What follows belongs to an exercise in optimizing a design on an open flow for small area; a production flow would make more cautious choices. Function was checked by simulation only, so behaviour that the tests miss may differ from the original.

==> inputs of run B <==
==> flow/design.v <==
module cwe_table (
    input  wire [31:0] id,
    output wire        valid,       
    output wire        c03,
    output wire        c05,         
    output wire        c07,
    output wire        c10,
    output wire        c11,
    output wire        cgen         
);
    assign valid = (id[31:5] == 27'd0) && (id[4:0] < 5'd18);
    assign c03   = (id[4:0] == 5'h03);
    assign c05   = (id[4:0] == 5'h05);
    assign c07   = (id[4:0] == 5'h07);
    assign c10   = (id[4:0] == 5'h10);
    assign c11   = (id[4:0] == 5'h11);
    assign cgen  = !(c03 || c05 || c07 || c10 || c11);
endmodule
module cwe_codec (
    input  wire [31:0] reg_id,
    input  wire [31:0] value,
    input  wire        dir_write,
    input  wire [31:0] w,
    input  wire        f,
    output wire        valid_id,
    output reg  [31:0] enc_w,
    output wire        enc_f,
    output wire [31:0] x0,           
    output reg  [31:0] dec_value
);
    wire c03, c05, c07, c10, c11, cgen;
    cwe_table u_table (
        .id(reg_id), .valid(valid_id), .c03(c03), .c05(c05), .c07(c07),
        .c10(c10), .c11(c11), .cgen(cgen)
    );
    assign enc_f = c05;
    always @(*) begin
        if (!dir_write) begin
            enc_w = {8'h0E, 19'd0, reg_id[4:0]};
            if (c03) enc_w = 32'h0A030000;
            if (c05) enc_w = 32'h0C060000;
            if (c07) enc_w = 32'h0A070000;
            if (c10) enc_w = 32'h0A100000;
            if (c11) enc_w = 32'h0A110000;
        end else begin
            enc_w = {16'h0F00, value[15:0]};
            if (c03) enc_w = {20'h0B030, value[11:0]};
            if (c05) enc_w = {16'h0C86, 2'b00, value[9:0], 4'd0};
            if (c07) enc_w = {16'h0D07, value[2:0], 13'd1};
            if (c10) enc_w = {24'd0, value[7:0]};
            if (c11) enc_w = value;
        end
    end
    assign x0 = f ? {8'h0C, w[23], 7'h05, 16'h0000} : w;
    always @(*) begin
        dec_value = {16'd0, x0[15:0] & {16{!f}}};
        if (c03) dec_value = {20'd0, x0[11:0] & {12{!f}}};
        if (c05) dec_value = {22'd0, w[13:4] & {10{f}}};
        if (c07) dec_value = {29'd0, x0[15:13] & {3{!f}}};
        if (c10) dec_value = {24'd0, x0[7:0] & {8{!f}}};
        if (c11) dec_value = x0;
    end
endmodule
module cwe_engine (
    input  wire        clk,
    input  wire        rst,             
    input  wire        req_valid,
    output wire        req_ready,
    input  wire [3:0]  req_op,
    input  wire        req_dir,         
    input  wire [31:0] req_a0,
    input  wire [31:0] req_a1,
    output wire        res_valid,
    output wire [3:0]  res_status,
    output wire [31:0] res_value,
    output wire [31:0] res_x1,
    output wire        res_len8,
    output wire [7:0]  res_terr,
    output wire        t_req_valid,
    output wire [1:0]  t_req_kind,      
    output wire [31:0] t_req_word,      
    output wire [15:0] t_req_len,       
    input  wire        t_ack,
    input  wire        t_err,
    input  wire [7:0]  t_errcode,
    input  wire [31:0] t_rdata,
    output wire        p_resume_req,    
    input  wire        p_done,
    input  wire        p_ok,
    output wire        p_release,       
    input  wire        completion,
    input  wire        cmode,           
    input  wire        tick,
    input  wire [31:0] now,
    output reg  [31:0] last_resp,
    output reg  [31:0] last_ts,
    output reg         last_valid
);
    localparam [15:0] OPC_WDB = 16'h0A01;
    reg [3:0] st;
    wire s_idle   = (st == 4'b0000);   
    wire s_resume = (st == 4'b0001);   
    wire s_enc    = (st == 4'b0010);   
    wire s_loadw  = (st == 4'b0011);   
    wire s_exd    = (st == 4'b0100);   
    wire s_fin    = (st == 4'b0101);   
    wire s_wbend  = (st == 4'b0110);   
    wire s_wait   = (st == 4'b1000);   
    wire s_dlyr   = (st == 4'b1001);   
    wire s_dlyc   = (st == 4'b1010);   
    wire s_msh    = (st == 4'b1011);   
    wire s_sendx  = (st == 4'b1100);   
    wire s_send2  = (st == 4'b1101);   
    wire s_send3  = (st == 4'b1110);   
    reg [3:0]  op;       
    reg        lane;
    reg        cseen;
    reg [1:0]  ackcnt;
    reg [31:0] r0, r1;
    reg [31:0] w;
    reg        f;
    reg [21:0] m;
    reg        mz, mc;   
    reg [12:0] t;
    wire s_call = s_sendx | s_send2 | s_send3;
    wire        c_valid, c_f;
    wire [31:0] c_w, c_x0, c_dec;
    cwe_codec u_codec (
        .reg_id(r0), .value(r1), .dir_write(op[1]), .w(w), .f(f),
        .valid_id(c_valid), .enc_w(c_w), .enc_f(c_f), .x0(c_x0), .dec_value(c_dec)
    );
    wire        partial = (m == r1[31:10]);
    wire        wbdone  = partial && (r1[9:0] == 10'd0);
    wire        ack_ok  = (t_rdata == 32'h0000010A);    
    wire        resp_ok = (r0[31:16] == OPC_WDB);
    wire t5000 = t[12] & t[9] & t[8] & t[7] & t[3];
    wire t22   = t[4] & t[2] & t[1];    
    wire t32   = t[5];                  
    wire t2    = t[1];
    wire done_wait = !cmode || cseen || completion;
    wire op_ex  = !op[2] && (op[1:0] == 2'd0);
    wire op_wb  = !op[2] && (op[1:0] == 2'd3);
    wire op_reg = !op[2] && (op[1] ^ op[0]);
    wire op_dec = op[2] && op[0];
    assign req_ready    = s_idle;
    assign res_valid    = s_fin;
    assign res_status   = t[11:8];
    assign res_value    = r0;
    assign res_x1       = f ? w : 32'd0;
    assign res_len8     = f;
    assign res_terr     = t[7:0];
    assign t_req_valid  = s_call;
    assign t_req_kind   = {s_send2 | s_send3, s_send3 | (s_sendx & op_wb)};
    assign t_req_word   = r0;
    assign t_req_len    = s_send3 ? 16'd4 : {5'd0, !partial, partial ? r1[9:0] : 10'd0};
    assign p_resume_req = s_resume;
    assign p_release    = s_fin && op[3] && !op[2] && (t[11:8] != 4'd5);
    wire req_unsup = req_op[2] && (req_op[3] || !req_op[1]);
    wire acc       = s_idle && req_valid;
    wire acc_body  = acc && !req_op[3] && !req_unsup;    
    wire pok       = s_resume && p_done && p_ok;
    wire ack       = t_ack && !t_err;
    wire ev_pfail  = s_resume && p_done && !p_ok;
    wire ev_inv    = s_enc && !c_valid;
    wire ev_terr   = s_call && t_ack && t_err;
    wire ev_tout   = s_wait && !done_wait && t5000;
    wire ev_proto  = s_exd && op_wb && !resp_ok;
    wire ev_ackto  = s_send3 && ack && !ack_ok && ackcnt[1];
    wire lane1     = s_exd && op_reg && f && !lane;
    wire chunk_ok  = s_send3 && ack && ack_ok;
    wire b_sendx = (acc_body && req_op[2:0] == 3'd0) || (pok && op[1:0] == 2'd0);
    wire b_wb    = (acc_body && req_op[2:0] == 3'd3) || (pok && op[1:0] == 2'd3);
    wire b_enc   = (acc_body && (req_op[2] || (req_op[1] ^ req_op[0]))) ||
                   (pok && (op[1] ^ op[0]));
    wire n_fin = (acc && req_unsup) || ev_pfail || ev_inv || (s_loadw && op[2]) ||
                 ev_terr || ev_tout || (s_exd && (op_ex || ev_proto || (op_reg && !(f && !lane)))) ||
                 ev_ackto || s_wbend;
    wire ld_a0  = s_idle;
    wire ld_rd  = s_call && t_ack;
    wire ld_cw  = s_loadw;
    wire ld_m   = (s_exd && op_wb) || s_wbend;       
    wire ld_lo  = s_wbend || (s_dlyc && partial);   
    wire ld_cmd = s_dlyc;                           
    wire [31:0] c_word = op_dec ? c_dec : (op[2] || !lane) ? c_x0 : w;
    wire [31:0] rd     = t_rdata;
    wire [31:0] r0_d =
          ({32{ld_a0}} & req_a0)
        | ({32{ld_rd}} & rd)
        | ({32{ld_cw}} & c_word)
        | ({32{ld_m}}  & {m, 10'd0})
        | ({32{ld_lo}} & {22'd0, r1[9:0]})
        | ({32{ld_cmd}} & {OPC_WDB, 5'd0, !partial, 10'd0})
        | ({{16{!r0_en_hi}}, {16{!r0_en_lo}}} & r0);
    wire r0_en_lo = ld_a0 || ld_rd || ld_cw || ld_m || s_dlyc;
    wire r0_en_hi = r0_en_lo || (s_exd && op_reg);
    wire [3:0] st_d = {acc && req_unsup,
                       ev_pfail || ev_terr || ev_ackto,
                       ev_terr || ev_tout || ev_proto,
                       ev_pfail || ev_inv || ev_terr || ev_proto};
    wire n_resume = (acc && req_op[3] && !req_unsup) || (s_resume && !p_done);
    wire n_enc    = b_enc;
    wire n_loadw  = (s_enc && c_valid) || lane1;
    wire n_sendx  = b_sendx || (s_loadw && !op[2]) || (s_sendx && !t_ack) ||
                    (s_dlyc && !wbdone && t32);
    wire n_wait   = (s_sendx && ack && !r0[28]) || (s_wait && !done_wait && !t5000);
    wire n_exd    = (s_sendx && ack && r0[28]) || (s_wait && done_wait);
    wire n_send2  = (s_exd && op_wb && resp_ok) || (s_send2 && !t_ack);
    wire n_send3  = (s_send2 && ack) || (s_dlyr && t2) || (s_send3 && !t_ack);
    wire n_dlyr   = (s_send3 && ack && !ack_ok && !ackcnt[1]) || (s_dlyr && !t2);
    wire n_msh    = b_wb || (chunk_ok && !partial) || (s_msh && !t22);
    wire n_dlyc   = (s_msh && t22) || (s_dlyc && !wbdone && !t32);
    wire n_wbend  = (chunk_ok && partial) || (s_dlyc && wbdone);
    always @(posedge clk) begin
        if (s_idle) begin
            r1 <= req_a1;
            op <= {req_op[3:2], (req_op == 4'h6) ? req_dir : req_op[1], req_op[0]};
        end
        if ((s_wait || s_dlyr || s_dlyc || s_msh) && !n_fin)
            t <= t + {12'd0, tick || s_msh};
        else
            t <= {1'b0, st_d, t_errcode & {8{ev_terr}}};
        cseen <= (s_sendx && (cseen || completion)) || (s_wait && cseen);
        if (s_msh && !t22) begin
            m  <= {(m[0] ^ mc) & !mz, m[21:1]};
            mc <= m[0] & mc;
        end
        if (b_wb || chunk_ok) begin
            mz <= b_wb;
            mc <= 1'b1;
        end
        if (s_idle || lane1)
            lane <= !s_idle;
        if (s_send2 || (s_send3 && ack && !ack_ok))
            ackcnt <= (ackcnt + 2'd1) & {2{!s_send2}};
        r0 <= r0_d;
        if (s_enc && c_valid && !op_dec) begin
            w <= c_w;
            f <= c_f;
        end
        if (s_wait && done_wait) begin
            last_resp  <= r0;
            last_ts    <= now;
            last_valid <= 1'b1;
        end
        st <= {n_wait | n_dlyr | n_dlyc | n_msh | n_sendx | n_send2 | n_send3,
               n_exd | n_fin | n_wbend | n_sendx | n_send2 | n_send3,
               n_enc | n_loadw | n_wbend | n_dlyc | n_msh | n_send3,
               n_resume | n_loadw | n_fin | n_dlyr | n_msh | n_send2};
        if (rst) begin
            st <= 4'b0000;
            last_valid <= 1'b0;
        end
    end
endmodule
==> flow/flow/run.sh <==
#!/bin/bash
# Layout flow: the standard ORFS flow (standard.sh), with the port
# buffers that global placement inserts on every input and output made of
# the platform's smallest buffer (buf_1) instead of the resizer's default
# choice. Everything else is the standard flow, unchanged.
set -euo pipefail
export BUFFER_PORTS_ARGS="-buffer_cell sky130_fd_sc_hd__buf_1"
bash standard.sh > flow_make.log 2>&1
==> flow/standard.sh <==
#!/bin/bash
# synth_recipe.tcl (not shown) runs the flow's synth.tcl, then flattens the netlist and writes it again
# the make line also repeats each setting of config.mk as NAME=value (left out here)
make -C /OpenROAD-flow-scripts/flow DESIGN_CONFIG=/design/flow/config.mk WORK_HOME=/design/flow/orfs CLKGATE_MAP_FILE= SYNTH_SCRIPT=/design/flow/synth_recipe.tcl "${@:-finish}"
==> flow/config.mk <==
export PLATFORM = sky130hd
export DESIGN_NAME = cwe_engine
export DESIGN_NICKNAME = cwe_engine
export VERILOG_FILES = /design/flow/design.v
export SDC_FILE = /design/flow/constraint.sdc
export NUM_CORES = 4
export LEC_CHECK = 0
export CAP_MARGIN = 20
export CORE_MARGIN = 2
export CORE_UTILIZATION = 62
export CTS_BUF_LIST = sky130_fd_sc_hd__clkbuf_16
export CTS_CLUSTER_DIAMETER = 60
export CTS_CLUSTER_SIZE = 30
export SLEW_MARGIN = 20
==> flow/constraint.sdc <==
create_clock -name core_clock -period 10.0 [get_ports {clk}]
set_input_delay 2.0000 -clock core_clock [delete_from_list [all_inputs] [get_ports {clk}]]
set_output_delay 2.0000 -clock core_clock [all_outputs]
set_load 0.01 [all_outputs]
==> run R: changes against run B <==
--- a/flow/design.v
+++ b/flow/design.v
@@ -98,23 +98,23 @@
 );
     localparam [15:0] OPC_WDB = 16'h0A01;
-    reg [3:0] st;
-    wire s_idle   = (st == 4'b0000);   
-    wire s_resume = (st == 4'b0001);   
-    wire s_enc    = (st == 4'b0010);   
-    wire s_loadw  = (st == 4'b0011);   
-    wire s_exd    = (st == 4'b0100);   
-    wire s_fin    = (st == 4'b0101);   
-    wire s_wbend  = (st == 4'b0110);   
-    wire s_wait   = (st == 4'b1000);   
-    wire s_dlyr   = (st == 4'b1001);   
-    wire s_dlyc   = (st == 4'b1010);   
-    wire s_msh    = (st == 4'b1011);   
-    wire s_sendx  = (st == 4'b1100);   
-    wire s_send2  = (st == 4'b1101);   
-    wire s_send3  = (st == 4'b1110);   
+    reg s_idle;      
+    reg s_resume;    
+    reg s_enc;       
+    reg s_loadw;     
+    reg s_sendx;     
+    reg s_wait;      
+    reg s_exd;       
+    reg s_send2;     
+    reg s_send3;     
+    reg s_dlyr;      
+    reg s_dlyc;      
+    reg s_wbend;     
+    reg s_msh;       
+    reg s_fin;       
     reg [3:0]  op;       
     reg        lane;
     reg        cseen;
     reg [1:0]  ackcnt;
+    reg [3:0]  status;
     reg [31:0] r0, r1;
     reg [31:0] w;
@@ -145,9 +145,9 @@
     assign req_ready    = s_idle;
     assign res_valid    = s_fin;
-    assign res_status   = t[11:8];
+    assign res_status   = status;
     assign res_value    = r0;
     assign res_x1       = f ? w : 32'd0;
     assign res_len8     = f;
-    assign res_terr     = t[7:0];
+    assign res_terr     = r0[7:0];
     assign t_req_valid  = s_call;
     assign t_req_kind   = {s_send2 | s_send3, s_send3 | (s_sendx & op_wb)};
@@ -155,5 +155,5 @@
     assign t_req_len    = s_send3 ? 16'd4 : {5'd0, !partial, partial ? r1[9:0] : 10'd0};
     assign p_resume_req = s_resume;
-    assign p_release    = s_fin && op[3] && !op[2] && (t[11:8] != 4'd5);
+    assign p_release    = s_fin && op[3] && !op[2] && (status != 4'd5);
     wire req_unsup = req_op[2] && (req_op[3] || !req_op[1]);
     wire acc       = s_idle && req_valid;
@@ -183,5 +183,5 @@
     wire ld_cmd = s_dlyc;                           
     wire [31:0] c_word = op_dec ? c_dec : (op[2] || !lane) ? c_x0 : w;
-    wire [31:0] rd     = t_rdata;
+    wire [31:0] rd     = {t_rdata[31:8], t_err ? t_errcode : t_rdata[7:0]};
     wire [31:0] r0_d =
           ({32{ld_a0}} & req_a0)
@@ -194,21 +194,9 @@
     wire r0_en_lo = ld_a0 || ld_rd || ld_cw || ld_m || s_dlyc;
     wire r0_en_hi = r0_en_lo || (s_exd && op_reg);
-    wire [3:0] st_d = {acc && req_unsup,
+    wire st_en = s_idle || ev_pfail || ev_inv || ev_terr || ev_tout || ev_proto || ev_ackto;
+    wire [3:0] st_d = {s_idle && req_unsup,
                        ev_pfail || ev_terr || ev_ackto,
                        ev_terr || ev_tout || ev_proto,
                        ev_pfail || ev_inv || ev_terr || ev_proto};
-    wire n_resume = (acc && req_op[3] && !req_unsup) || (s_resume && !p_done);
-    wire n_enc    = b_enc;
-    wire n_loadw  = (s_enc && c_valid) || lane1;
-    wire n_sendx  = b_sendx || (s_loadw && !op[2]) || (s_sendx && !t_ack) ||
-                    (s_dlyc && !wbdone && t32);
-    wire n_wait   = (s_sendx && ack && !r0[28]) || (s_wait && !done_wait && !t5000);
-    wire n_exd    = (s_sendx && ack && r0[28]) || (s_wait && done_wait);
-    wire n_send2  = (s_exd && op_wb && resp_ok) || (s_send2 && !t_ack);
-    wire n_send3  = (s_send2 && ack) || (s_dlyr && t2) || (s_send3 && !t_ack);
-    wire n_dlyr   = (s_send3 && ack && !ack_ok && !ackcnt[1]) || (s_dlyr && !t2);
-    wire n_msh    = b_wb || (chunk_ok && !partial) || (s_msh && !t22);
-    wire n_dlyc   = (s_msh && t22) || (s_dlyc && !wbdone && !t32);
-    wire n_wbend  = (chunk_ok && partial) || (s_dlyc && wbdone);
     always @(posedge clk) begin
         if (s_idle) begin
@@ -216,8 +204,10 @@
             op <= {req_op[3:2], (req_op == 4'h6) ? req_dir : req_op[1], req_op[0]};
         end
-        if ((s_wait || s_dlyr || s_dlyc || s_msh) && !n_fin)
+        if (st_en)
+            status <= st_d;
+        if (s_wait || s_dlyr || s_dlyc || s_msh)
             t <= t + {12'd0, tick || s_msh};
         else
-            t <= {1'b0, st_d, t_errcode & {8{ev_terr}}};
+            t <= 13'd0;
         cseen <= (s_sendx && (cseen || completion)) || (s_wait && cseen);
         if (s_msh && !t22) begin
@@ -243,10 +233,34 @@
             last_valid <= 1'b1;
         end
-        st <= {n_wait | n_dlyr | n_dlyc | n_msh | n_sendx | n_send2 | n_send3,
-               n_exd | n_fin | n_wbend | n_sendx | n_send2 | n_send3,
-               n_enc | n_loadw | n_wbend | n_dlyc | n_msh | n_send3,
-               n_resume | n_loadw | n_fin | n_dlyr | n_msh | n_send2};
+        s_idle   <= s_fin || (s_idle && !req_valid);
+        s_resume <= (acc && req_op[3] && !req_unsup) || (s_resume && !p_done);
+        s_enc    <= b_enc;
+        s_loadw  <= (s_enc && c_valid) || lane1;
+        s_sendx  <= b_sendx || (s_loadw && !op[2]) || (s_sendx && !t_ack) ||
+                    (s_dlyc && !wbdone && t32);
+        s_wait   <= (s_sendx && ack && !r0[28]) || (s_wait && !done_wait && !t5000);
+        s_exd    <= (s_sendx && ack && r0[28]) || (s_wait && done_wait);
+        s_send2  <= (s_exd && op_wb && resp_ok) || (s_send2 && !t_ack);
+        s_send3  <= (s_send2 && ack) || (s_dlyr && t2) || (s_send3 && !t_ack);
+        s_dlyr   <= (s_send3 && ack && !ack_ok && !ackcnt[1]) || (s_dlyr && !t2);
+        s_msh    <= b_wb || (chunk_ok && !partial) || (s_msh && !t22);
+        s_dlyc   <= (s_msh && t22) || (s_dlyc && !wbdone && !t32);
+        s_wbend  <= (chunk_ok && partial) || (s_dlyc && wbdone);
+        s_fin    <= n_fin;
         if (rst) begin
-            st <= 4'b0000;
+            s_idle   <= 1'b1;
+            s_resume <= 1'b0;
+            s_enc    <= 1'b0;
+            s_loadw  <= 1'b0;
+            s_sendx  <= 1'b0;
+            s_wait   <= 1'b0;
+            s_exd    <= 1'b0;
+            s_send2  <= 1'b0;
+            s_send3  <= 1'b0;
+            s_dlyr   <= 1'b0;
+            s_dlyc   <= 1'b0;
+            s_wbend  <= 1'b0;
+            s_msh    <= 1'b0;
+            s_fin    <= 1'b0;
             last_valid <= 1'b0;
         end
==> run M: changes against run B <==
--- a/flow/design.v
+++ b/flow/design.v
@@ -98,19 +98,18 @@
 );
     localparam [15:0] OPC_WDB = 16'h0A01;
-    reg [3:0] st;
-    wire s_idle   = (st == 4'b0000);   
-    wire s_resume = (st == 4'b0001);   
-    wire s_enc    = (st == 4'b0010);   
-    wire s_loadw  = (st == 4'b0011);   
-    wire s_exd    = (st == 4'b0100);   
-    wire s_fin    = (st == 4'b0101);   
-    wire s_wbend  = (st == 4'b0110);   
-    wire s_wait   = (st == 4'b1000);   
-    wire s_dlyr   = (st == 4'b1001);   
-    wire s_dlyc   = (st == 4'b1010);   
-    wire s_msh    = (st == 4'b1011);   
-    wire s_sendx  = (st == 4'b1100);   
-    wire s_send2  = (st == 4'b1101);   
-    wire s_send3  = (st == 4'b1110);   
+    reg s_idle;      
+    reg s_resume;    
+    reg s_enc;       
+    reg s_loadw;     
+    reg s_sendx;     
+    reg s_wait;      
+    reg s_exd;       
+    reg s_send2;     
+    reg s_send3;     
+    reg s_dlyr;      
+    reg s_dlyc;      
+    reg s_wbend;     
+    reg s_msh;       
+    reg s_fin;       
     reg [3:0]  op;       
     reg        lane;
@@ -198,17 +197,4 @@
                        ev_terr || ev_tout || ev_proto,
                        ev_pfail || ev_inv || ev_terr || ev_proto};
-    wire n_resume = (acc && req_op[3] && !req_unsup) || (s_resume && !p_done);
-    wire n_enc    = b_enc;
-    wire n_loadw  = (s_enc && c_valid) || lane1;
-    wire n_sendx  = b_sendx || (s_loadw && !op[2]) || (s_sendx && !t_ack) ||
-                    (s_dlyc && !wbdone && t32);
-    wire n_wait   = (s_sendx && ack && !r0[28]) || (s_wait && !done_wait && !t5000);
-    wire n_exd    = (s_sendx && ack && r0[28]) || (s_wait && done_wait);
-    wire n_send2  = (s_exd && op_wb && resp_ok) || (s_send2 && !t_ack);
-    wire n_send3  = (s_send2 && ack) || (s_dlyr && t2) || (s_send3 && !t_ack);
-    wire n_dlyr   = (s_send3 && ack && !ack_ok && !ackcnt[1]) || (s_dlyr && !t2);
-    wire n_msh    = b_wb || (chunk_ok && !partial) || (s_msh && !t22);
-    wire n_dlyc   = (s_msh && t22) || (s_dlyc && !wbdone && !t32);
-    wire n_wbend  = (chunk_ok && partial) || (s_dlyc && wbdone);
     always @(posedge clk) begin
         if (s_idle) begin
@@ -243,10 +229,34 @@
             last_valid <= 1'b1;
         end
-        st <= {n_wait | n_dlyr | n_dlyc | n_msh | n_sendx | n_send2 | n_send3,
-               n_exd | n_fin | n_wbend | n_sendx | n_send2 | n_send3,
-               n_enc | n_loadw | n_wbend | n_dlyc | n_msh | n_send3,
-               n_resume | n_loadw | n_fin | n_dlyr | n_msh | n_send2};
+        s_idle   <= s_fin || (s_idle && !req_valid);
+        s_resume <= (acc && req_op[3] && !req_unsup) || (s_resume && !p_done);
+        s_enc    <= b_enc;
+        s_loadw  <= (s_enc && c_valid) || lane1;
+        s_sendx  <= b_sendx || (s_loadw && !op[2]) || (s_sendx && !t_ack) ||
+                    (s_dlyc && !wbdone && t32);
+        s_wait   <= (s_sendx && ack && !r0[28]) || (s_wait && !done_wait && !t5000);
+        s_exd    <= (s_sendx && ack && r0[28]) || (s_wait && done_wait);
+        s_send2  <= (s_exd && op_wb && resp_ok) || (s_send2 && !t_ack);
+        s_send3  <= (s_send2 && ack) || (s_dlyr && t2) || (s_send3 && !t_ack);
+        s_dlyr   <= (s_send3 && ack && !ack_ok && !ackcnt[1]) || (s_dlyr && !t2);
+        s_msh    <= b_wb || (chunk_ok && !partial) || (s_msh && !t22);
+        s_dlyc   <= (s_msh && t22) || (s_dlyc && !wbdone && !t32);
+        s_wbend  <= (chunk_ok && partial) || (s_dlyc && wbdone);
+        s_fin    <= n_fin;
         if (rst) begin
-            st <= 4'b0000;
+            s_idle   <= 1'b1;
+            s_resume <= 1'b0;
+            s_enc    <= 1'b0;
+            s_loadw  <= 1'b0;
+            s_sendx  <= 1'b0;
+            s_wait   <= 1'b0;
+            s_exd    <= 1'b0;
+            s_send2  <= 1'b0;
+            s_send3  <= 1'b0;
+            s_dlyr   <= 1'b0;
+            s_dlyc   <= 1'b0;
+            s_wbend  <= 1'b0;
+            s_msh    <= 1'b0;
+            s_fin    <= 1'b0;
             last_valid <= 1'b0;
         end
- CTS_CLUSTER_DIAMETER: 60 -> 100
==> run F: changes against run B <==
- CTS_CLUSTER_DIAMETER: 60 -> 100
==> flow_metrics.tcl <==
set metrics [dict create \
    status "timing/DRC/antenna clean" \
    fp.dieH_um 130.6 \
    rr_startpoint "r0[2]" \
    p_sw_mw 1.245 \
    synth_xor_area_share_pct 2.995 \
    met1_length_mm 11.63 \
    grt_use_met3_pct 8.510 \
    seqPwrFrac_pct 46.8 \
    multi_input_area_mm2 0.003496 \
    drive_gt1_share_pct 4.974 \
    area_share_nonclk_buffers_pct 11.92 \
    final-instance-count-excl-fill 1363 \
    p_total_mw 3.113 \
    die_area_mm2 0.01707 \
    max-vdd-ir-drop_uv 212.5 \
    power_sequential_mw 1.46 \
    synthAdderAreaFrac_pct 1.007 \
    synth-edff-count 159 \
    p_comb_mw 1.05 \
    power_density_mw_per_mm2 270.2 \
    switching_share_pct 39.99 \
]
-- figures above: run B

==> flow_metrics.tcl <==
set metrics [dict create \
    multi_input_area_mm2 0.003271 \
    largest_class "registers" \
    p_comb_uw 202 \
    p_total_mw 1.946 \
    grt_use_met3_pct 6.759 \
    cts.htree.levels 1 \
    synth_xor_area_share_pct 2.890 \
    status "timing/DRC/antenna clean" \
    mostFrequentLayoutCell "buf_1" \
    synthAdderAreaFrac_pct 1.001 \
    rr_startpoint "s_send3" \
    power_density_mw_per_mm2 166.7 \
    max-vdd-ir-drop_uv 172.5 \
    area_growth_pct 16.73 \
    p_sw_uw 526.4 \
    synth-edff-count 163 \
    met1_length_mm 10.92 \
    die_area_mm2 0.01716 \
    drive_gt1_share_pct 4.244 \
    io_buffers 342 \
    switching_share_pct 27.04 \
    final-instance-count-excl-fill 1348 \
]
-- figures above: run R

==> flow_metrics.tcl <==
set metrics [dict create \
    area_share_nonclk_buffers_pct 12.08 \
    p_comb_mw 1.05 \
    rr_startpoint "r0[2]" \
    status "timing/DRC/antenna clean" \
    die_area_mm2 0.01707 \
    max-vdd-ir-drop_uv 272.8 \
    drive_gt1_share_pct 4.214 \
    grt_use_met3_pct 7.451 \
    final-instance-count-excl-fill 1357 \
    power_sequential_mw 1.46 \
    synthAdderAreaFrac_pct 1.007 \
]
-- figures above: run F

==> flow_metrics.tcl <==
set metrics [dict create \
    status "timing/DRC/antenna clean" \
    power_density_mw_per_mm2 154.1 \
    die_area_mm2 0.01716 \
    seqPwrFrac_pct 61.6 \
    met1_length_mm 11.17 \
    power_sequential_mw 1.08 \
    multi_input_area_mm2 0.003367 \
    final-instance-count-excl-fill 1325 \
    area_share_nonclk_buffers_pct 11.54 \
    p_total_mw 1.754 \
    switching_share_pct 25.62 \
    synthAdderAreaFrac_pct 1.001 \
]
-- figures above: run M

re-timing with driven ports:
How much do the figures lean on ideal ports? The routed layouts below were timed once more, with nothing changed but the port constraints.
Step 1 assumes that a clkbuf_16 drives the clock port and a buf_2 every other input.
Step 2 adds t to the input delays and takes it off the output delays; t is the mean of the earliest and latest rising clock arrival at the registers after step 1. Input paths then give back, and output paths get back, about the clock's delay inside the block.
a / b / c = no drivers / after step 1 / after step 2; a / b = the first two.
run | shift t [ns] | setup slack, ns | pins driven straight from the clock port
run B | 0.522 | 5.083 / 5.039 / 5.561 | 1
run R | 0.522 | 5.334 / 5.292 / 5.591 | 1
run M | 0.506 | 5.163 / 5.118 / 5.624 | 1
run F | 0.502 | 5.135 / 5.095 / 5.596 | 1
After both steps setup and hold are still met in every run listed.
